From an optimization exercise on the open Yosys and OpenROAD flow, aimed at a short achievable clock period and few clock cycles; shortcuts taken in it are not production practice.
In this exercise RTL edits were held to simulation tests only and were not proved equivalent to the original.
Power figures rest on the tool's default switching activity, not on a simulated workload.

==> design/flow/design.v <==
module asd_jtag_engine (
    input  wire        clk,
    input  wire        rst,
    input  wire        start,
    input  wire [11:0] data_size,
    input  wire        hw_mode,
    input  wire        chain_multi,
    input  wire        wscan_enforce,
    output reg         ready,
    output reg         done,
    output reg  [7:0]  status,
    output reg  [11:0] pl_addr,
    input  wire [7:0]  pl_data,
    output reg         call_valid,
    output reg  [3:0]  call_op,
    output reg  [15:0] call_arg,
    output reg  [15:0] call_arg2,
    output reg  [63:0] call_tdi,
    input  wire        call_ack,
    input  wire        call_fail,
    input  wire [63:0] call_rdata,
    output reg         rsp_valid,
    output reg  [7:0]  rsp_data
);
    localparam [3:0] C_SET_TAP_STATE  = 4'd1;
    localparam [3:0] C_SHIFT          = 4'd2;
    localparam [3:0] C_SET_TCK        = 4'd3;
    localparam [3:0] C_SET_PADDING    = 4'd4;
    localparam [3:0] C_WAIT_CYCLES    = 4'd5;
    localparam [3:0] C_TAP_RESET      = 4'd6;
    localparam [3:0] C_SET_CHAIN      = 4'd7;
    localparam [3:0] C_PIN_WRITE      = 4'd8;
    localparam [3:0] C_PIN_READ       = 4'd9;
    localparam [3:0] C_WAIT_PRDY      = 4'd10;
    localparam [3:0] C_WAIT_SYNC      = 4'd11;
    localparam [3:0] C_EVENT_CONFIG   = 4'd12;
    localparam [7:0] ST_SUCCESS   = 8'h00;
    localparam [7:0] ST_JTAG_FAIL = 8'h2A;
    localparam       I_IDLE = 0;
    localparam       I_OP   = 1;
    localparam       I_OPND = 2;
    localparam       I_PEEK = 3;
    localparam       I_END  = 4;
    localparam [4:0] D_IDLE = 5'b00001;
    localparam [4:0] D_OP   = 5'b00010;
    localparam [4:0] D_OPND = 5'b00100;
    localparam [4:0] D_PEEK = 5'b01000;
    localparam [4:0] D_END  = 5'b10000;
    localparam [1:0] E_NONE = 2'd0;
    localparam [1:0] E_PIN  = 2'd1;
    localparam [1:0] E_SCAN = 2'd2;
    reg        rdy;
    reg [11:0] na;             
    reg        rv;             
    reg        dv;             
    reg [7:0]  pd;             
    reg        k_tap;          
    reg        k_adopt;        
    reg [1:0]  k_skip;         
    reg [3:0]  k_nb;           
    reg [6:0]  k_nbits;        
    reg        k_len1, k_len2, k_len4;
    reg        k_op12, k_op13, k_op14;
    reg        k_lt48;         
    reg        k_zero;         
    reg        k_b31;          
    reg [9:0]  k_tck;          
    reg        pdv;            
    reg [4:0]  dst;
    reg        dfail;
    reg [11:0] pc;             
    reg [11:0] rem;            
    reg [16:0] le;             
    reg        rs_fix;         
    reg        jpend;          
    reg        jprep;          
    reg        jpeek;          
    reg [11:0] jtgt;
    reg        jmc;            
    reg [4:0]  jk;
    reg [7:0]  cur_op;
    reg [9:0]  ck;             
    reg [3:0]  ocnt;           
    reg [2:0]  oidx;           
    reg [63:0] opnd;
    reg        m_hw, m_cm, m_we;
    reg [3:0]  tap;            
    reg [7:0]  x6;             
    reg        unres;          
    reg        uwalk;          
    reg [1:0]  skind;
    reg [2:0]  sidx;           
    reg [3:0]  cand;           
    reg        p_valid;        
    reg [3:0]  p_end;
    reg [2:0]  p_idx;
    reg [11:0] wpc, wrem;      
    reg [11:0] rwpc, rwrem;    
    reg        jrw;            
    reg [3:0]  f_cop   [0:7];
    reg [15:0] f_arg   [0:7];
    reg [15:0] f_arg2  [0:7];
    reg [63:0] f_tdi   [0:7];
    reg [1:0]  f_emit  [0:7];
    reg [3:0]  f_nb    [0:7];
    reg        f_chain [0:7];
    reg [7:0]  f_op    [0:7];
    reg [3:0]  f_tap   [0:7];
    reg [7:0]  f_x6    [0:7];
    reg        f_res   [0:7];
    reg [2:0]  wp, rp;
    wire [2:0] count = wp - rp;    
    reg [3:0]  c_cop;
    reg [15:0] c_arg, c_arg2;
    reg [63:0] c_tdi;
    reg [1:0]  c_emit;
    reg [3:0]  c_nb;
    reg        c_chain;
    reg [7:0]  c_op;
    reg [3:0]  c_tap;
    reg [7:0]  c_x6;
    reg [63:0] ebuf;
    reg [3:0]  ecnt;           
    wire [7:0] b = pd;
    function [3:0] scan_nb(input [5:0] n6);
        scan_nb = (n6 == 6'd0) ? 4'd8 : ({1'b0, n6[5:3]} + {3'd0, (n6[2:0] != 3'd0)});
    endfunction
    function [1:0] skip_len(input [7:0] o);    
        case (o)
            8'h00, 8'h01, 8'h02, 8'h03, 8'h10, 8'h11: skip_len = 2'd1;
            8'h04, 8'h05:                             skip_len = 2'd2;
            default:                                  skip_len = 2'd0;
        endcase
    endfunction
    function adopt(input [7:0] o);
        adopt = (o[7:4] == 4'h2) &&
                ((o[3:0] == 4'd1) || (o[3:0] == 4'd6) || (o[3:0] == 4'd13));
    endfunction
    wire [1:0]  b_skip    = k_skip;
    wire [3:0]  b_nb      = k_nb;
    wire [6:0]  b_nbits   = k_nbits;
    wire [6:0]  p_div     = (pl_data[5:0] == 6'd0) ? 7'd64 : {1'b0, pl_data[5:0]};
    wire [6:0]  cur_nbits = (cur_op[5:0] == 6'd0) ? 7'd64 : {1'b0, cur_op[5:0]};
    wire [3:0]  cur_nb    = scan_nb(cur_op[5:0]);
    wire [11:0] rem_m1    = rem - 12'd1;
    wire [11:0] pc_p1     = pc + 12'd1;
    wire [11:0] pc_p2     = pc + 12'd2;
    wire [11:0] pc_p3     = pc + 12'd3;
    wire [11:0] pc_p4     = pc + 12'd4;
    wire [11:0] wpc_p2    = wpc + 12'd2;
    wire [11:0] wpc_p3    = wpc + 12'd3;
    wire [11:0] wpc_p4    = wpc + 12'd4;
    wire [11:0] na_p1     = na + 12'd1;
    wire        rem_zero  = le[0] && !rs_fix;
    wire        le_nb     = le[k_nb];                   
    wire        le_mc     = le[{1'b0, b[3:0]} + 5'd1];  
    wire [16:0] le_m1     = {(rem <= 12'd17), le[16:1]};
    reg  [16:0] le_rem, le_ds;
    integer     li;
    always @(*) begin
        for (li = 0; li < 17; li = li + 1) begin
            le_rem[li] = (rem <= li);
            le_ds[li]  = (data_size <= li);
        end
    end
    reg         wrem_gt2, wrem_gt3;    
    wire [11:0] wrem_n    = ((dst[I_OP]) ? rem : wrem) - ((b_skip == 2'd1) ? 12'd2 : 12'd3);
    wire [9:0]  jtag_tck = k_tck;
    wire [4:0]  multi_k  = {1'b0, b[3:0]} + 5'd1;
    wire [11:0] pc_jk    = pc + {7'd0, jk};
    reg        t_push;
    reg [3:0]  t_cop;
    reg [15:0] t_arg, t_arg2;
    reg [63:0] t_tdi;
    reg [1:0]  t_emit;
    reg [3:0]  t_nb;
    reg        t_chain;
    reg [3:0]  t_tap;
    reg        t_res;
    reg [7:0]  t_op;
    reg        t_patch;
    reg [3:0]  t_pend;
    reg        t_unpush;
    reg        t_jump;
    reg        t_pjump;        
    reg [11:0] t_jt;
    reg        t_proc;
    reg        t_fail;
    reg        t_end;
    reg        t_opnd;         
    reg        t_newop;        
    reg [3:0]  t_ocnt;
    reg        t_newscan;      
    reg        t_walk;         
    reg        t_peek;         
    reg        t_rewind;       
    reg        t_mc;           
    reg        t_setx6;
    reg        t_settap;
    wire        e_ok   = 1'b0;
    wire [3:0]  e_end  = tap;
    always @(*) begin
        t_tdi     = opnd;
        t_tdi[oidx*8 +: 8] = b;
        t_cop     = C_TAP_RESET;
        t_arg     = 16'd0;
        t_arg2    = 16'd0;
        t_emit    = E_NONE;
        t_nb      = 4'd1;
        t_chain   = 1'b0;
        t_tap     = tap;
        t_res     = 1'b1;
        t_op      = (dst[I_OPND]) ? cur_op : b;
        if (dst[I_OPND]) begin
            if (ck[0]) begin
                t_cop  = C_SHIFT;
                t_arg  = {6'd0, 1'b1, (cur_op[7:6] == 2'b11), 1'b0, cur_nbits};
                t_emit = (cur_op[7:6] == 2'b11) ? E_SCAN : E_NONE;
                t_nb   = cur_nb;
                t_res  = e_ok;
                t_arg2 = {12'd0, e_end};
                t_tap  = e_end;
            end else begin
                t_cop   = ({4{ck[1]}} & C_EVENT_CONFIG) | ({4{ck[2]}} & C_SET_TCK) |
                          ({4{ck[3] | ck[4]}} & C_SET_PADDING) |
                          ({4{ck[6] && !b[6]}} & C_PIN_WRITE) | ({4{ck[6] && b[6]}} & C_SET_CHAIN) |
                          ({4{ck[7]}} & C_PIN_READ) | ({4{ck[8]}} & C_WAIT_CYCLES) |
                          ({4{ck[9]}} & C_WAIT_SYNC);
                t_arg   = ({16{ck[1] | ck[7]}} & {9'd0, b[6:0]}) | ({16{ck[2]}} & {6'd0, k_tck}) |
                          ({16{ck[3]}} & {8'd0, b}) | ({16{ck[4]}} & {b, opnd[7:0]}) |
                          ({16{ck[6] && !b[6]}} & {10'd0, b[5:0]}) | ({16{ck[6] && b[6]}} & {15'd0, b[0]}) |
                          ({16{ck[8]}} & {7'd0, k_zero, b}) | ({16{ck[9]}} & opnd[15:0]);
                t_arg2  = ({16{ck[1] | (ck[6] && !b[6])}} & {15'd0, b[7]}) |
                          ({16{ck[3] | ck[8]}} & {15'd0, cur_op[0]}) |
                          ({16{ck[4]}} & {14'd0, 1'b1, cur_op[0]}) |
                          ({16{ck[9]}} & {b, opnd[23:16]});
                t_emit  = ck[7] ? E_PIN : E_NONE;
                t_chain = ck[6] && b[6];
            end
        end else begin
            if (b[7]) begin
                t_cop  = C_SHIFT;
                t_arg  = {6'd0, 1'b0, 1'b1, 1'b0, k_nbits};
                t_emit = E_SCAN;
                t_nb   = k_nb;
                t_res  = e_ok;
                t_arg2 = {12'd0, e_end};
                t_tap  = e_end;
            end else if (k_tap) begin
                t_cop  = C_SET_TAP_STATE;
                t_arg  = {12'd0, b[3:0]};
                t_tap  = b[3:0];
            end else if (k_op12) begin
                t_cop  = C_WAIT_PRDY;
                t_arg  = {8'd0, x6};
            end else begin
                t_cop  = C_TAP_RESET;
                t_tap  = 4'd0;
            end
        end
    end
    reg  [3:0]  t_pend_op;
    always @(*) begin
        if (rem_zero)
            t_pend_op = uwalk ? cand : tap;
        else if (!uwalk)
            t_pend_op = k_tap ? b[3:0] : tap;
        else
            t_pend_op = k_adopt ? b[3:0] : cand;
    end
    always @(*) begin
        t_push    = 1'b0;
        t_patch   = 1'b0;
        t_pend    = tap;
        t_unpush  = 1'b0;
        t_jump    = 1'b0;
        t_pjump   = 1'b0;
        t_jt      = pc;
        t_proc    = 1'b0;
        t_fail    = 1'b0;
        t_end     = 1'b0;
        t_opnd    = 1'b0;
        t_newop   = 1'b0;
        t_ocnt    = 4'd1;
        t_newscan = 1'b0;
        t_walk    = 1'b0;
        t_peek    = 1'b0;
        t_rewind  = 1'b0;
        t_mc      = 1'b0;
        t_setx6   = 1'b0;
        t_settap  = 1'b0;
        case (1'b1)
            dst[I_OP]: begin
                if (rem_zero) begin
                    if (unres) begin
                        t_patch = 1'b1;
                        t_pend  = uwalk ? cand : tap;
                    end
                    t_end = 1'b1;
                end else if (pdv) begin
                    t_proc = 1'b1;
                    if (unres && !uwalk) begin
                        if (k_tap) begin
                            if (m_hw && !le[1]) begin
                                t_walk = 1'b1;
                            end else begin
                                t_patch = 1'b1;
                                t_pend  = b[3:0];
                            end
                        end else if ((b[7:6] == skind) || ((skind == 2'b01) && !m_we)) begin
                            t_patch = 1'b1;
                            t_pend  = tap;
                        end else begin
                            t_unpush = 1'b1;
                            t_proc   = 1'b0;
                            t_fail   = 1'b1;
                        end
                    end else if (unres && uwalk) begin
                        if ((k_skip == 2'd1) ? !le[2] : (k_skip == 2'd2) ? !le[3] : 1'b0) begin
                            t_proc  = 1'b0;
                            t_jump  = 1'b1;
                            t_pjump = 1'b1;
                            t_peek  = 1'b1;
                            t_jt    = (k_skip == 2'd1) ? pc_p2 : pc_p3;
                        end else begin
                            t_patch = 1'b1;
                            t_pend  = k_adopt ? b[3:0] : cand;
                        end
                    end
                    if (t_proc) begin
                        if (b[7:6] != 2'b00) begin
                            if (b[7:6] == 2'b10) begin
                                t_push    = 1'b1;
                                t_newscan = 1'b1;
                            end else if (le_nb) begin
                                t_fail = 1'b1;
                            end else begin
                                t_newop = 1'b1;
                                t_ocnt  = k_nb;
                            end
                        end else if (k_tap) begin
                            t_push   = 1'b1;
                            t_settap = 1'b1;
                        end else if (k_len1) begin
                            if (le[1]) t_fail = 1'b1;
                            else begin t_newop = 1'b1; t_ocnt = 4'd1; end
                        end else if (k_len2) begin
                            if (le[2]) t_fail = 1'b1;
                            else begin t_newop = 1'b1; t_ocnt = 4'd2; end
                        end else if (k_len4) begin
                            if (le[4]) t_fail = 1'b1;
                            else begin t_newop = 1'b1; t_ocnt = 4'd4; end
                        end else if (k_op12) begin
                            t_push = 1'b1;
                        end else if (k_op14) begin
                            t_push   = 1'b1;
                            t_settap = 1'b1;
                        end else if (!k_op13) begin
                            t_fail = 1'b1;
                        end
                    end
                end
            end
            dst[I_OPND]: begin
                if (pdv) begin
                    t_opnd = 1'b1;
                    if (ocnt == 4'd1) begin
                        if (ck[0]) begin
                            t_push    = 1'b1;
                            t_newscan = 1'b1;
                        end else begin
                            if (ck[1]) t_push = k_lt48;
                            else if (ck[5]) t_setx6 = 1'b1;
                            else if (ck[6]) begin
                                    if (!b[6]) begin
                                        t_push = 1'b1;
                                    end else if (!m_cm) begin
                                        if (k_b31) t_fail = 1'b1;
                                        else                t_push = 1'b1;
                                    end else begin
                                        if (le_mc) begin
                                            t_fail = 1'b1;
                                        end else begin
                                            t_mc   = 1'b1;
                                            t_jump = 1'b1;
                                        end
                                    end
                                end
                            else t_push = 1'b1;
                        end
                    end
                end
            end
            dst[I_PEEK]: begin
                if (pdv) begin
                    if ((k_skip == 2'd1) ? wrem_gt2 : (k_skip == 2'd2) ? wrem_gt3 : 1'b0) begin
                        t_jump  = 1'b1;
                        t_pjump = 1'b1;
                        t_jt    = (k_skip == 2'd1) ? wpc_p2 : wpc_p3;
                    end else begin
                        t_patch  = 1'b1;
                        t_pend   = k_adopt ? b[3:0] : cand;
                        t_jump   = 1'b1;
                        t_rewind = 1'b1;
                    end
                end
            end
            default: ;
        endcase
    end
    wire        i_hs     = call_valid && call_ack;
    wire        i_cfail  = i_hs && call_fail;
    wire        i_chain  = i_hs && !call_fail && c_chain;
    wire        i_emit   = i_hs && !call_fail && !c_chain && (c_emit != E_NONE);
    wire        i_want   = (call_valid ? (call_ack && !call_fail && !c_chain && (c_emit == E_NONE))
                                       : (ecnt[3:1] == 3'd0));
    wire        i_qne    = (wp != rp);
    wire        i_ppend  = p_valid && (p_idx == rp);
    wire [3:0]  i_hend   = i_ppend ? p_end : t_pend_op;
    wire        i_hres   = f_res[rp] || i_ppend || (t_patch && (dst[I_OP]) && (sidx == rp));
    wire        i_pop    = i_want && i_qne && i_hres;
    wire        i_byp    = i_want && !i_qne && t_push && t_res;
    wire        i_cv     = (call_valid && !call_ack) || i_chain || i_pop || i_byp;
    wire [3:0]  i_ecnt   = i_emit ? c_nb : ((ecnt == 4'd0) ? 4'd0 : (ecnt - 4'd1));
    wire        i_done   = (dst[I_END]) && !i_qne && !i_cv && (i_ecnt == 4'd0);
    reg         credit_r;       
    wire        t_credit = credit_r;
    wire        t_jreq   = jpend && !jprep && (jpeek || t_credit);
    wire        t_req    = !jpend && (dst[I_OP] || (dst[I_OPND])) && t_credit;
    wire        t_qin    = t_push && !i_byp;
    wire        t_qout   = i_pop || t_unpush;
    wire [11:0] jtgt_p1  = jtgt + 12'd1;
    wire        j_step   = (k_skip == 2'd1) ? wrem_gt2 : (k_skip == 2'd2) ? wrem_gt3 : 1'b0;
    wire [11:0] j_tgt    = (dst[I_PEEK]) ? (j_step ? ((k_skip == 2'd1) ? wpc_p2 : wpc_p3) : rwpc)
                                         : ((k_skip == 2'd1) ? pc_p2 : pc_p3);
    wire [3:0]  n_cop  = i_chain ? C_PIN_WRITE : i_qne ? f_cop[rp] : t_cop;
    wire [15:0] n_arg  = i_chain ? 16'd16 : i_qne ? f_arg[rp] : t_arg;
    wire [15:0] n_arg2 = i_chain ? {15'd0, c_arg[0]} :
                         i_qne ? (f_res[rp] ? f_arg2[rp] : {12'd0, i_hend}) : t_arg2;
    wire [63:0] n_tdi  = i_chain ? c_tdi : i_qne ? f_tdi[rp] : t_tdi;
    always @(posedge clk)
        ready <= rst || (rdy ? !start : (i_cfail || i_done));
    always @(posedge clk) begin
        pd      <= pl_data;
        k_tap   <= (pl_data[7:4] == 4'h2);
        k_adopt <= adopt(pl_data);
        k_skip  <= skip_len(pl_data);
        k_nb    <= scan_nb(pl_data[5:0]);
        k_nbits <= (pl_data[5:0] == 6'd0) ? 7'd64 : {1'b0, pl_data[5:0]};
        k_len1  <= ((pl_data[7:4] == 4'h0) && (pl_data[7:1] != 7'b0000010)) ||
                   (pl_data[7:1] == 7'b0001000);
        k_len2  <= (pl_data[7:1] == 7'b0000010);
        k_len4  <= (pl_data == 8'h19);
        k_op12  <= (pl_data == 8'h12);
        k_op13  <= (pl_data == 8'h13);
        k_op14  <= (pl_data == 8'h14);
        k_lt48  <= (pl_data[6:0] < 7'd48);
        k_zero  <= (pl_data == 8'd0);
        k_b31   <= (pl_data[3:1] != 3'd0);
        k_tck   <= {3'b000, p_div} << pl_data[7:6];
        if (t_opnd)
            opnd[oidx*8 +: 8] <= b;
        if (pdv && (dst[I_OP])) begin
            cur_op <= b;
            ck     <= {(b == 8'h19), (b[7:1] == 7'h08), (b[7:3] == 5'h01), (b == 8'h07),
                       (b == 8'h06), (b[7:1] == 7'h02), (b[7:1] == 7'h01), (b == 8'h01),
                       (b == 8'h00), (b[7:6] != 2'b00)};
            ocnt   <= t_ocnt;
            oidx   <= 3'd0;
        end else if (t_opnd) begin
            ocnt   <= ocnt - 4'd1;
            oidx   <= oidx + 3'd1;
        end
        if (rdy) begin
            m_hw <= hw_mode;
            m_cm <= chain_multi;
            m_we <= wscan_enforce;
        end
        if (pdv && (dst[I_OP]))
            skind <= b[7:6];
        else if (pdv && (dst[I_OPND]) && (ocnt == 4'd1))
            skind <= cur_op[7:6];
        if (t_newscan)
            sidx  <= wp;
        if (t_walk)
            cand <= b[3:0];
        if (pdv && (dst[I_OP])) begin
            rwpc  <= pc;
            rwrem <= rem;
            wpc   <= t_jt;
            wrem  <= wrem_n;
            wrem_gt2 <= (wrem_n > 12'd2);
            wrem_gt3 <= (wrem_n > 12'd3);
        end else if (pdv && (dst[I_PEEK])) begin
            wpc   <= t_jt;
            wrem  <= wrem_n;
            wrem_gt2 <= (wrem_n > 12'd2);
            wrem_gt3 <= (wrem_n > 12'd3);
        end
        f_cop[wp]   <= t_cop;
        f_arg[wp]   <= t_arg;
        f_arg2[wp]  <= t_arg2;
        f_tdi[wp]   <= t_tdi;
        f_emit[wp]  <= t_emit;
        f_nb[wp]    <= t_nb;
        f_chain[wp] <= t_chain;
        f_op[wp]    <= t_op;
        f_tap[wp]   <= t_tap;
        f_x6[wp]    <= x6;
        f_res[wp]   <= t_res;
        if (p_valid) begin
            f_arg2[p_idx] <= {12'd0, p_end};
            f_tap[p_idx]  <= p_end;
            f_res[p_idx]  <= 1'b1;
        end
        p_end <= t_pend;
        p_idx <= sidx;
        if ((!call_valid || call_ack) && (i_chain || i_qne || pdv)) begin
            c_cop  <= n_cop;
            c_arg  <= n_arg;
            c_arg2 <= n_arg2;
            c_tdi  <= n_tdi;
        end
        if (!call_valid || call_ack) begin
            call_op   <= n_cop;
            call_arg  <= n_arg;
            call_arg2 <= n_arg2;
            call_tdi  <= n_tdi;
        end else begin
            call_op   <= c_cop;
            call_arg  <= c_arg;
            call_arg2 <= c_arg2;
            call_tdi  <= c_tdi;
        end
        if (!call_valid || call_ack) begin
            if (i_chain) begin
                c_chain   <= 1'b0;
            end else if (i_qne) begin
                c_emit    <= f_emit[rp];
                c_nb      <= f_nb[rp];
                c_chain   <= f_chain[rp];
                c_op      <= f_op[rp];
                c_tap     <= f_res[rp] ? f_tap[rp] : i_hend;
                c_x6      <= f_x6[rp];
            end else begin
                c_emit    <= t_emit;
                c_nb      <= t_nb;
                c_chain   <= t_chain;
                c_op      <= t_op;
                c_tap     <= t_tap;
                c_x6      <= x6;
            end
        end
        if (i_hs) begin
            rsp_data <= c_op;
            ebuf     <= (c_emit == E_PIN) ? {56'd0, call_rdata[0], c_arg[6:0]} : call_rdata;
        end else begin
            rsp_data <= ebuf[7:0];
            ebuf     <= {8'd0, ebuf[63:8]};
        end
        if (i_cfail)
            status <= ST_JTAG_FAIL;
        else
            status <= dfail ? ST_JTAG_FAIL : ST_SUCCESS;
    end
    always @(posedge clk) begin
        if (rst) begin
            rdy        <= 1'b1;
            done       <= 1'b0;
            pl_addr    <= 12'd0;
            na         <= 12'd0;
            call_valid <= 1'b0;
            rsp_valid  <= 1'b0;
            ecnt       <= 4'd0;
            rv         <= 1'b0;
            dv         <= 1'b0;
            pdv        <= 1'b0;
            dst        <= D_IDLE;
            dfail      <= 1'b0;
            pc         <= 12'd0;
            rem        <= 12'd0;
            le         <= 17'd1;
            rs_fix     <= 1'b0;
            jpend      <= 1'b0;
            jprep      <= 1'b0;
            credit_r   <= 1'b1;
            tap        <= 4'd0;
            x6         <= 8'd0;
            unres      <= 1'b0;
            uwalk      <= 1'b0;
            p_valid    <= 1'b0;
            wp         <= 3'd0;
            rp         <= 3'd0;
        end else if (rdy) begin
            done      <= 1'b0;
            rsp_valid <= 1'b0;
            pdv       <= 1'b0;
            if (start) begin
                rdy     <= 1'b0;
                pc      <= 12'd0;
                rem     <= data_size;
                le      <= le_ds;
                rs_fix  <= 1'b0;
                jpend   <= 1'b0;
                jprep   <= 1'b0;
                credit_r <= 1'b1;
                jmc     <= 1'b0;
                jrw     <= 1'b0;
                dst     <= D_OP;
                dfail   <= 1'b0;
                unres   <= 1'b0;
                uwalk   <= 1'b0;
                p_valid <= 1'b0;
                wp      <= 3'd0;
                rp      <= 3'd0;
                dv      <= 1'b1;
                rv      <= 1'b1;
                pl_addr <= 12'd1;
                na      <= 12'd2;
            end else begin
                pl_addr <= 12'd0;
                rv      <= 1'b0;
                dv      <= 1'b0;
            end
        end else begin
            rs_fix <= 1'b0;
            if (pdv && (dst[I_OP] || (dst[I_OPND]))) begin
                pc  <= pc_p1;
                rem <= rem_m1;
                le  <= le_m1;
            end else if (t_jreq && jmc) begin
                pc     <= jtgt;
                rem    <= rem - {7'd0, jk};
                rs_fix <= 1'b1;
            end else if (t_jreq && jrw) begin
                pc     <= rwpc;
                rem    <= rwrem;
                rs_fix <= 1'b1;
            end else if (rs_fix) begin
                le <= le_rem;
            end
            if (t_end)
                dst <= D_END;
            else if (t_fail)
                dst <= D_END;
            else if (t_peek)
                dst <= D_PEEK;
            else if (t_rewind)
                dst <= D_OP;
            else if (t_newop)
                dst <= D_OPND;
            else if (t_opnd && (ocnt == 4'd1))
                dst <= D_OP;
            if (t_end)
                dfail <= 1'b0;
            else if (t_fail)
                dfail <= 1'b1;
            if (t_settap)
                tap <= t_tap;
            if (t_setx6)
                x6 <= b;
            if (t_newscan) begin
                unres <= !e_ok;
                uwalk <= 1'b0;
            end else if (t_walk) begin
                uwalk <= 1'b1;
            end else if (t_patch || t_unpush) begin
                unres <= 1'b0;
            end
            if (t_qin)
                credit_r <= i_pop ? (count <= 3'd3) : (count <= 3'd2);
            else if (i_pop && t_unpush)
                credit_r <= (count <= 3'd5);
            else if (i_pop || t_unpush)
                credit_r <= (count <= 3'd4);
            else
                credit_r <= (count <= 3'd3);
            p_valid <= t_patch && !(i_pop && (sidx == rp));
            if (t_unpush)
                wp <= wp - 3'd1;
            else if (t_push && !i_byp)
                wp <= wp + 3'd1;
            if (i_pop)
                rp <= rp + 3'd1;
            dv  <= rv && !t_jump && !jpend;
            pdv <= dv && !t_jump;
            if (!jpend) begin
                jpeek <= t_pjump;
                jmc   <= t_mc;
                jk    <= multi_k;
                jrw   <= t_rewind;
                jtgt  <= j_tgt;
            end
            if (jprep)
                jtgt <= pc_jk;
            jprep <= t_jump && t_mc;
            if (t_jump)
                jpend <= 1'b1;
            else if (t_jreq)
                jpend <= 1'b0;
            pl_addr <= (dst[I_END] || (dst[I_IDLE])) ? 12'd0 : (jpend ? jtgt : na);
            rv      <= t_jreq || t_req;
            if (t_jreq)
                na <= jtgt_p1;
            else if (t_req)
                na <= na_p1;
            call_valid <= i_cv;
            rsp_valid  <= i_emit || (ecnt != 4'd0);
            ecnt       <= i_ecnt;
            done <= 1'b0;
            if (i_cfail) begin
                done    <= 1'b1;
                rdy     <= 1'b1;
                tap     <= c_tap;
                x6      <= c_x6;
                dst     <= D_IDLE;
                unres   <= 1'b0;
                pl_addr <= 12'd0;
                rv      <= 1'b0;
                dv      <= 1'b0;
            end else if (i_done) begin
                done    <= 1'b1;
                rdy     <= 1'b1;
                dst     <= D_IDLE;
            end
        end
    end
endmodule
==> design/flow/flow/run.sh <==
#!/bin/bash
export BUFFER_PORTS_ARGS="-buffer_cell sky130_fd_sc_hd__buf_4"
bash standard.sh > standard.log 2>&1
==> design/flow/standard.sh <==
#!/bin/bash
# synth_recipe.tcl (not shown) runs the flow's synth.tcl, then flattens the netlist and writes it again
# the make line also repeats each setting of config.mk as NAME=value (left out here)
make -C /OpenROAD-flow-scripts/flow DESIGN_CONFIG=/design/flow/config.mk WORK_HOME=/design/flow/orfs CLKGATE_MAP_FILE= SYNTH_SCRIPT=/design/flow/synth_recipe.tcl "${@:-finish}"
==> design/flow/config.mk <==
export PLATFORM = sky130hd
export DESIGN_NAME = asd_jtag_engine
export DESIGN_NICKNAME = asd_jtag_engine
export VERILOG_FILES = /design/flow/design.v
export SDC_FILE = /design/flow/constraint.sdc
export NUM_CORES = 4
export LEC_CHECK = 0
export ABC_CLOCK_PERIOD_IN_PS = 2500
export CAP_MARGIN = 20
export CORE_MARGIN = 2
export CORE_UTILIZATION = 55
export SETUP_SLACK_MARGIN = 3.4
export SLEW_MARGIN = 20
==> design/flow/constraint.sdc <==
create_clock -name core_clock -period 6.0 [get_ports {clk}]
set_input_delay 1.2000 -clock core_clock [delete_from_list [all_inputs] [get_ports {clk}]]
set_output_delay 1.2000 -clock core_clock [all_outputs]
set_load 0.01 [all_outputs]
==> results of run 1 <==
==> area by class of cell <==
cell class	instances	area (um^2)	area share
timing repair buffer	431	3950	0.0488
sequential	1655	45400	0.561
clock buffer	231	4750	0.0587
tap	1650	2060	0.0255
clock inverter	88	1020	0.0126
multi-input combinational	3109	23400	0.289
inverter	62	290	0.00359
timing repair inverter	4	25.0	0.000309
==> cells in the mapped netlist (8+ instances only) <==
| cell | number | area, um^2 |
|---|---|---|
| inv_1 | 58 | 218 |
| clkbuf_1 | 275 | 1030 |
| xor2_1 | 32 | 280 |
| a31oi_1 | 24 | 150 |
| or2_2 | 13 | 81.3 |
| xnor2_1 | 46 | 403 |
| buf_2 | 44 | 220 |
| a22o_1 | 116 | 1020 |
| a22oi_1 | 28 | 210 |
| mux2_2 | 24 | 270 |
| nor3b_1 | 10 | 75.1 |
| nand2_1 | 485 | 1820 |
| nor3_1 | 62 | 310 |
| buf_1 | 43 | 161 |
| ha_1 | 45 | 563 |
| mux2i_1 | 187 | 1870 |
| dfxtp_1 | 440 | 8810 |
| nand2b_1 | 13 | 81.3 |
| o22ai_1 | 34 | 213 |
| and3_1 | 29 | 181 |
| o21ai_0 | 297 | 1490 |
| nand3_1 | 80 | 400 |
| a21o_1 | 10 | 75.1 |
| a211oi_1 | 64 | 480 |
| a21oi_1 | 347 | 1740 |
| a221oi_1 | 9 | 78.8 |
| o211ai_1 | 29 | 218 |
| or3_1 | 25 | 156 |
| o21ai_1 | 9 | 45.0 |
| mux4_2 | 263 | 5920 |
| a311oi_1 | 16 | 140 |
| nor2b_1 | 35 | 219 |
| and2_1 | 19 | 119 |
| nor4_1 | 12 | 75.1 |
| nor2_1 | 593 | 2230 |
| nand4_1 | 8 | 50.1 |
| edfxtp_1 | 1215 | 36500 |
==> cells in the final DEF (no fill, tap or decap), types with 24 or more instances in the layout <==
cell type  instances
or3_1             25
mux4_2           263
ha_1              37
mux2i_1          186
o22ai_1           32
a21oi_1          330
clkinv_2          25
nand3_1           71
nor2b_1           27
nor2_1           573
dfxtp_4           26
edfxtp_1        1215
clkbuf_16        178
xnor2_1           45
mux2_2            24
nor3_1            54
xor2_1            32
a22o_1            72
clkbuf_1          38
o21ai_0          248
buf_4            364
a211oi_1          61
dfxtp_1          389
and3_1            25
a22oi_1           26
buf_12            24
inv_1             39
o211ai_1          29
dfxtp_2           25
o21ai_1           52
clkinv_1          26
nand2_1          470
==> final timing paths <==
path,to,slack (ns),cells past startpoint
worst min-delay path,p_idx[1]$_DFF_P_,0.39,0
worst max register to register,dst[0]$_SDFFE_PP1P_,3.42,9
worst min register to register,p_idx[1]$_DFF_P_,0.39,0
worst max-delay path,dst[0]$_SDFFE_PP1P_,3.42,9
==> sequential cells by signal (all words and copies together), names as in the netlist, 16 cells and up, named ones only <==
signal,cells
ebuf,64
f_arg,128
c_tdi,64
f_x6,64
f_cop,32
le,17
call_tdi,64
call_arg2,16
call_arg,16
f_tdi,512
c_arg,16
f_tap,32
f_op,64
f_emit,16
f_nb,32
f_arg2,128
opnd,64
c_arg2,16
==> metrics by stage <==
step	cell area [um^2]	cells	total power [mW]	setup WS [ns]
6_report	80900	7230	25.7	3.42
5_1_grt	80900	7230	26.4	3.32
4_1_cts	79900	7180	25.6	3.35
3_5_place_dp	72500	6782	14.7	1.42
3_3_place_gp	72500	6781	14.7	1.49
2_1_floorplan	69500	5193	14.0	2.13
==> routing by layer <==
| layer | track usage | vias to the layer above |
|---|---|---|
| met4 | 0.0782 | 12 |
| li1 | - | 20044 |
| met1 | 0.433 | 22811 |
| met3 | 0.0493 | 316 |
| met5 | 0 | - |
| met2 | 0.462 | 1979 |
==> power by group through the flow <==
stage          clock network [mW]  registers (mW)  logic, mW
2_1_floorplan                   0            13.0      0.970
3_3_place_gp                    0            13.1       1.54
3_5_place_dp                    0            13.1       1.57
4_1_cts                      11.0            12.9       1.79
5_1_grt                      11.4            12.9       2.09
6_report                     10.8            12.9       1.95
==> logic make-up after synthesis <==
logic type,after synthesis
XOR/XNOR,78
adder cells (fa/ha/maj),49
buffers and inverters,435
multiplexers,475
AND/OR/NAND/NOR,1427
flip-flops,1655
other,1
AO/OA/AOI/OAI,1069
==> worst max-delay path, delay by kind of cell (launching register included) <==
family                 cells  cell delay (ns)
flip-flops                 1             0.35
AO/OA/AOI/OAI              5             1.21
buffers and inverters      1             0.13
AND/OR/NAND/NOR            3             0.77
==> repair_timing <==
item | in CTS | in global routing
cloned | 10 | 6
setup endpoints to repair | 1766 | 375
buffers inserted | 69 | 44
pin swaps | 21 | 40
gates resized for setup | 231 | 139
==> impl_metrics.csv, run 1 <==
group,metric,value,unit
timing,relSlewSlack,0.281,
yosys,yosys_warnings,1,
clock_network,cts.path.max_buffers,3,
grt,grt_pass1_vias,43294,
yosys,syn_area,69300,um^2
yosys,synth-simple-area-share,0.0894,
drt,drcViolationCount,0,
yosys,synth-adder-area-share,0.00928,
critical_path,max_stage_delay,0.35,ns
clock_network,clockRootBuffer,"clkbuf_16",
grt,grt_usage,0.295,
critical_path,path_class,"flip-flop to flip-flop",
critical_path,setup.worst_path.end_class,"flip-flop",
floorplan,initial_core_util,0.553,
drt,vias_per_cell,6.25,
power,pwr-share-seq,0.502,
floorplan,core_area,125000,um^2
critical_path,crit_path_top_delay_cell,"dfxtp_4",
floorplan,dieWidth,359,um
timing,hold_viol,0,
timing,final.setup_skew,0.0231,ns
timing,grt_setup_unrepaired,"yes",
timing,max_freq,0.388,GHz
yosys,ys_ff_latch,1655,
yosys,synth_ff_type,"edfxtp_1",
grt,grt_pass1_wl,284,mm
drt,antenna_left,0,
placement,hpwl,108,mm
clock_network,clk_pin_slew,0.06,ns
yosys,seq_area_frac_synth,0.654,
timing,setup-tns-final,0,ns
finish,final_util,0.646,
timing,min_period,2.58,ns
worst_hold_path,hp-class,"flip-flop to flip-flop",
drt,wl,193,mm
critical_path,worst_ep_required_time,6.69,ns
drt,wl_met1,82.8,mm
worst_hold_path,hp-start,"sidx[1]$_DFFE_PP_",
drt,route.met2.wl,90.5,mm
timing,final-max-slew-violation-count,0,
drt,wl_met3,15.8,mm
grt,grt_max_degree,148,
yosys,synth_edf_count,1215,
critical_path,cp.arrival,3.27,ns
drt,wl_per_cell,26.8,um
drt,routed.top_layer,"met5",
finish,n_fill_cell,9384,
timing,finalCritPeriodShare,0.430,
floorplan,num_rows,130,
drt,drt_iter0_drc,5328,
power,power.leakage,27.7,nW
finish,diodes,0,
clock_network,clock-sinks,1655,
critical_path,crit_chain,"buf_12 > or3b_1 > a221o_1 > nand4_1 > a31oi_4 > o21a_1 > nor3b_4 > a21o_1 > a211o_1",
power,p_sw,5.82,mW
yosys,synth_top_family_by_area,"multiplexers",
clock_network,hold_buffers,0,
finish,drive_gt1_frac,0.228,
critical_path,crit_fanout,8,
yosys,synth_xor_area_frac,0.00986,
power,p_comb_frac,0.076,
drt,vias,45162,
clock_network,cts_tree,"done",
yosys,avgSynthCellArea,13.4,um^2
job,cap_violations,0,
critical_path,r2r-start,"k_tap$_DFF_P_",
placement,io_buffers,218,
clock_network,worstSkewPairLatency,0.81,ns
drt,drt-pass1-iter-count,7,
power,p_int,19.8,mW
clock_network,cts_htree_levels,4,
finish,num-nets-final,5573,
finish,syn2layout_area_growth,16.8,%
critical_path,critical_path.startpoint_type,"flip-flop",
yosys,yosysUniqueCellTypes,92,
yosys,postSynth.asyncResetShare,0,
power,p_clk_frac,0.422,
yosys,muxShareOfSynthArea,0.117,
floorplan,dieArea,129000,um^2
outcome,status,"finished clean",
critical_path,crit_start,"k_tap$_DFF_P_",
grt,antenna_found_initial,10,
timing,hold_slack,0.393,ns
clock_network,numCtsBuffers,169,
power,ir_drop,0.322,mV
yosys,synth_compound_area_frac,0.0960,
grt,overflow,0,
power,p_per_area,317,nW/um^2
floorplan,die_height,359,um
floorplan,ioPinCount,224,
timing,setup_viol,0,
timing,worstMarginPinSlew,1.08,ns
placement,routabilityCongestion,0.885,
power,netSwitchingFraction,0.227,
yosys,netlist_instances,5189,
Testbench counts, summed over its fixed seeds: cycles 128,939.
==> run 2, diff against run 1 <==
--- a/design/flow/config.mk
+++ b/design/flow/config.mk
@@ -9,5 +9,5 @@
 export CAP_MARGIN = 20
 export CORE_MARGIN = 2
-export CORE_UTILIZATION = 55
+export CORE_UTILIZATION = 45
 export SETUP_SLACK_MARGIN = 3.4
 export SLEW_MARGIN = 20
==> run 2 against run 1 <==
  * Hold slack lost 0.0027 ns
  * Area after synthesis is the same
  * Core utilization fell by 11 points
  * Sequential share of layout area shrank 0.57 points
  * Wire length increased by 2.2%
  * Sequential power hardly changed
  * Combinational power barely moved
  * Setup slack worse by 0.087 ns
  * First-iteration DRC count fell by 15%
  * Largest cell class unchanged
  * Global-route usage decreased by 4.9 points
  * Highest routed layer unchanged
  * Clock skew is 0.0082 ns higher
==> impl_metrics.csv, run 2 <==
group,metric,value,unit
outcome,status,"finished clean",
yosys,avgSynthCellArea,13.4,um^2
critical_path,path_class,"flip-flop to flip-flop",
timing,worstMarginPinSlew,1.15,ns
finish,largest_register,"f_tdi",
placement,routabilityCongestion,0.889,
grt,overflow,0,
clock_network,clock-sinks,1655,
yosys,ys_ff_latch,1655,
power,ir_drop,0.284,mV
finish,drive_gt1_frac,0.238,
floorplan,ioPinCount,224,
finish,final_cell_mix,"edfxtp_1 (1215), nor2_1 (577), nand2_1 (471)",
clock_network,clk_pin_slew,0.07,ns
yosys,synth_top_area_cell,"edfxtp_1",
floorplan,core_area,152000,um^2
clock_network,numCtsBuffers,172,
critical_path,r2r_cells,4,
drt,drt-pass1-iter-count,6,
drt,vias_per_cell,5.95,
power,p_per_area,312,nW/um^2
power,power.leakage,27.8,nW
yosys,synthTopCellsByCount,"edfxtp_1 (1215), nor2_1 (593), nand2_1 (485)",
grt,grt_max_degree,134,
floorplan,dieArea,157000,um^2
clock_network,cts.path.max_buffers,3,
yosys,postSynth.asyncResetShare,0,
floorplan,die_height,396,um
timing,final-max-slew-violation-count,0,
clock_network,hold_buffers,0,
critical_path,worst_ep_required_time,6.45,ns
finish,num-nets-final,5574,
grt,grt_usage,0.247,
yosys,yosysUniqueCellTypes,92,
placement,io_buffers,218,
floorplan,initial_core_util,0.454,
grt,grt_pass1_wl,290,mm
finish,final_util,0.536,
timing,final.setup_skew,0.0313,ns
clock_network,worstSkewPairLatency,0.82,ns
finish,n_fill_cell,12654,
grt,antenna_found_initial,7,
drt,wl,198,mm
floorplan,num_rows,143,
yosys,syn_area,69300,um^2
yosys,synth_edf_count,1215,
timing,setup_viol,0,
critical_path,critical_path.startpoint_type,"flip-flop",
timing,hold_viol,0,
yosys,yosysMostFrequentCell,"edfxtp_1",
finish,reg_top3,"f_tdi (512), f_arg2 (128), f_arg (128)",
placement,hpwl,111,mm
timing,min_period,2.67,ns
yosys,netlist_instances,5189,
yosys,yosysTopAreaCellShare,0.527,
yosys,synth_ff_type,"edfxtp_1",
clock_network,cts_tree,"done",
timing,max_freq,0.375,GHz
critical_path,crit_fanout,34,
finish,syn2layout_area_growth,18.0,%
timing,finalCritPeriodShare,0.444,
timing,relSlewSlack,0.231,
drt,antenna_left,0,
worst_hold_path,min_path_cells,0,
drt,drcViolationCount,0,
job,cap_violations,0,
drt,wl_per_cell,26.0,um
critical_path,setup.worst_path.end_class,"flip-flop",
power,total_power,25.5,mW
timing,grt_setup_unrepaired,"yes",
yosys,synth_area_leaders,"edfxtp_1 (53%), dfxtp_1 (13%), mux4_2 (8.5%), nor2_1 (3.2%), mux2i_1 (2.7%)",
finish,largest_register_ffs,512,
finish,final_common_cell,"edfxtp_1",
yosys,yosys_warnings,1,
timing,setup-tns-final,0,ns
critical_path,cp.arrival,3.12,ns
drt,vias,45261,
worst_hold_path,hp-class,"flip-flop to flip-flop",
drt,drt_iter0_drc,4545,
clock_network,cts_htree_levels,4,
grt,grt_pass1_vias,43849,
floorplan,dieWidth,396,um
timing,hold_slack,0.390,ns
yosys,seq_area_frac_synth,0.654,
clock_network,clockRootBuffer,"clkbuf_16",
-- run 2: cell type report --
| class | instances | area, um^2 | area share |
|---|---|---|---|
| multi-input combinational | 3105 | 23600 | 0.289 |
| clock inverter | 89 | 862 | 0.0105 |
| clock buffer | 233 | 4780 | 0.0584 |
| tap | 2030 | 2540 | 0.0311 |
| timing repair buffer | 434 | 4250 | 0.0519 |
| sequential | 1655 | 45400 | 0.556 |
| timing repair inverter | 3 | 17.5 | 0.000214 |
| inverter | 62 | 288 | 0.00352 |
| antenna | 2 | 5.00 | 0.0000612 |
-- run 2: worst paths after layout --
check / from / endpoint / slack [ns]
hold reg to reg: sidx[1]$_DFFE_PP_ / p_idx[1]$_DFF_P_ / 0.39
setup / recovery: wp[2]$_SDFFE_PP0P_ / f_tdi[7][51]$_DFFE_PP_ / 3.33
hold / removal: sidx[1]$_DFFE_PP_ / p_idx[1]$_DFF_P_ / 0.39
setup reg to reg: wp[2]$_SDFFE_PP0P_ / f_tdi[7][51]$_DFFE_PP_ / 3.33
-- run 2: kinds of logic after synthesis --
| group | count (synthesis) | share of synthesized area |
|---|---|---|
| AO/OA/AOI/OAI | 1069 | 0.0960 |
| other | 1 | 0.0000541 |
| multiplexers | 475 | 0.117 |
| buffers and inverters | 435 | 0.0251 |
| flip-flops | 1655 | 0.654 |
| AND/OR/NAND/NOR | 1427 | 0.0894 |
| XOR/XNOR | 78 | 0.00986 |
| adder cells (fa/ha/maj) | 49 | 0.00928 |
-- run 2: what timing repair did --
action,4_1_cts,5_1_grt
buffers inserted,58,52
endpoints found under the setup margin,1590,356
gates resized for setup,321,133
pin swaps,16,32
cloned,14,7
-- run 2: stage by stage --
stage               area, um^2  cells  worst slack, ns
finish                   81800   7613             3.33
global route             81800   7611             3.23
CTS                      80700   7552             3.35
detailed placement       73000   7158             1.15
global placement         73000   7157             1.23
floorplan                69500   5193             2.13
-- run 2: routing by layer --
metal,up-vias,global-route usage,share of wire
met2,1782,0.394,0.48
met4,10,0.0743,0.028
met1,23073,0.348,0.42
met5,-,0,0.00035
met3,335,0.0408,0.075
li1,20061,-,-
-- run 2: worst max-delay path, cell delays in order, from the launching register on --
cell        delay [ns]
dfxtp_2           0.56
nand3_4           0.46
clkinvlp_4        0.39
buf_4             0.41
buf_8             0.41
-- run 2: power breakdown --
part	total [mW]	switching, mW	internal [mW]
Sequential	12.9	0.215	12.7
Combinational	1.95	1.12	0.833
Clock	10.7	4.53	6.13

## static timing again, ports no longer ideal
Ports are ideal in the flow. The routed layouts listed here were re-timed in OpenROAD.
Step 1, drivers: a clkbuf_16 drives clk and a buf_2 each remaining input, both assumed.
Step 2 times the ports against the registers' clock, not the clock port: input delays grow and output delays shrink by t, the midpoint of the rising clock arrivals with the driver on.
a / b / c = ideal ports / drivers / drivers and shift; a / b = the first two.
run	t (ns)	slack for setup (ns)	hold WS [ns]	worst register clock-pin slew, ns	worst data-port slew with drivers (ns)
run 1	0.882	3.421 / 3.369 / 2.556	0.393 / 0.393 / 0.393	0.06 / 0.06	0.11
run 2	0.893	3.333 / 3.333 / 2.599	0.390 / 0.390 / 0.390	0.07 / 0.07	0.12
After both steps setup and hold are still met in every run listed. The setup slack of run 1, which loses most, moves by -0.052 ns with the drivers and by -0.865 ns with both steps.
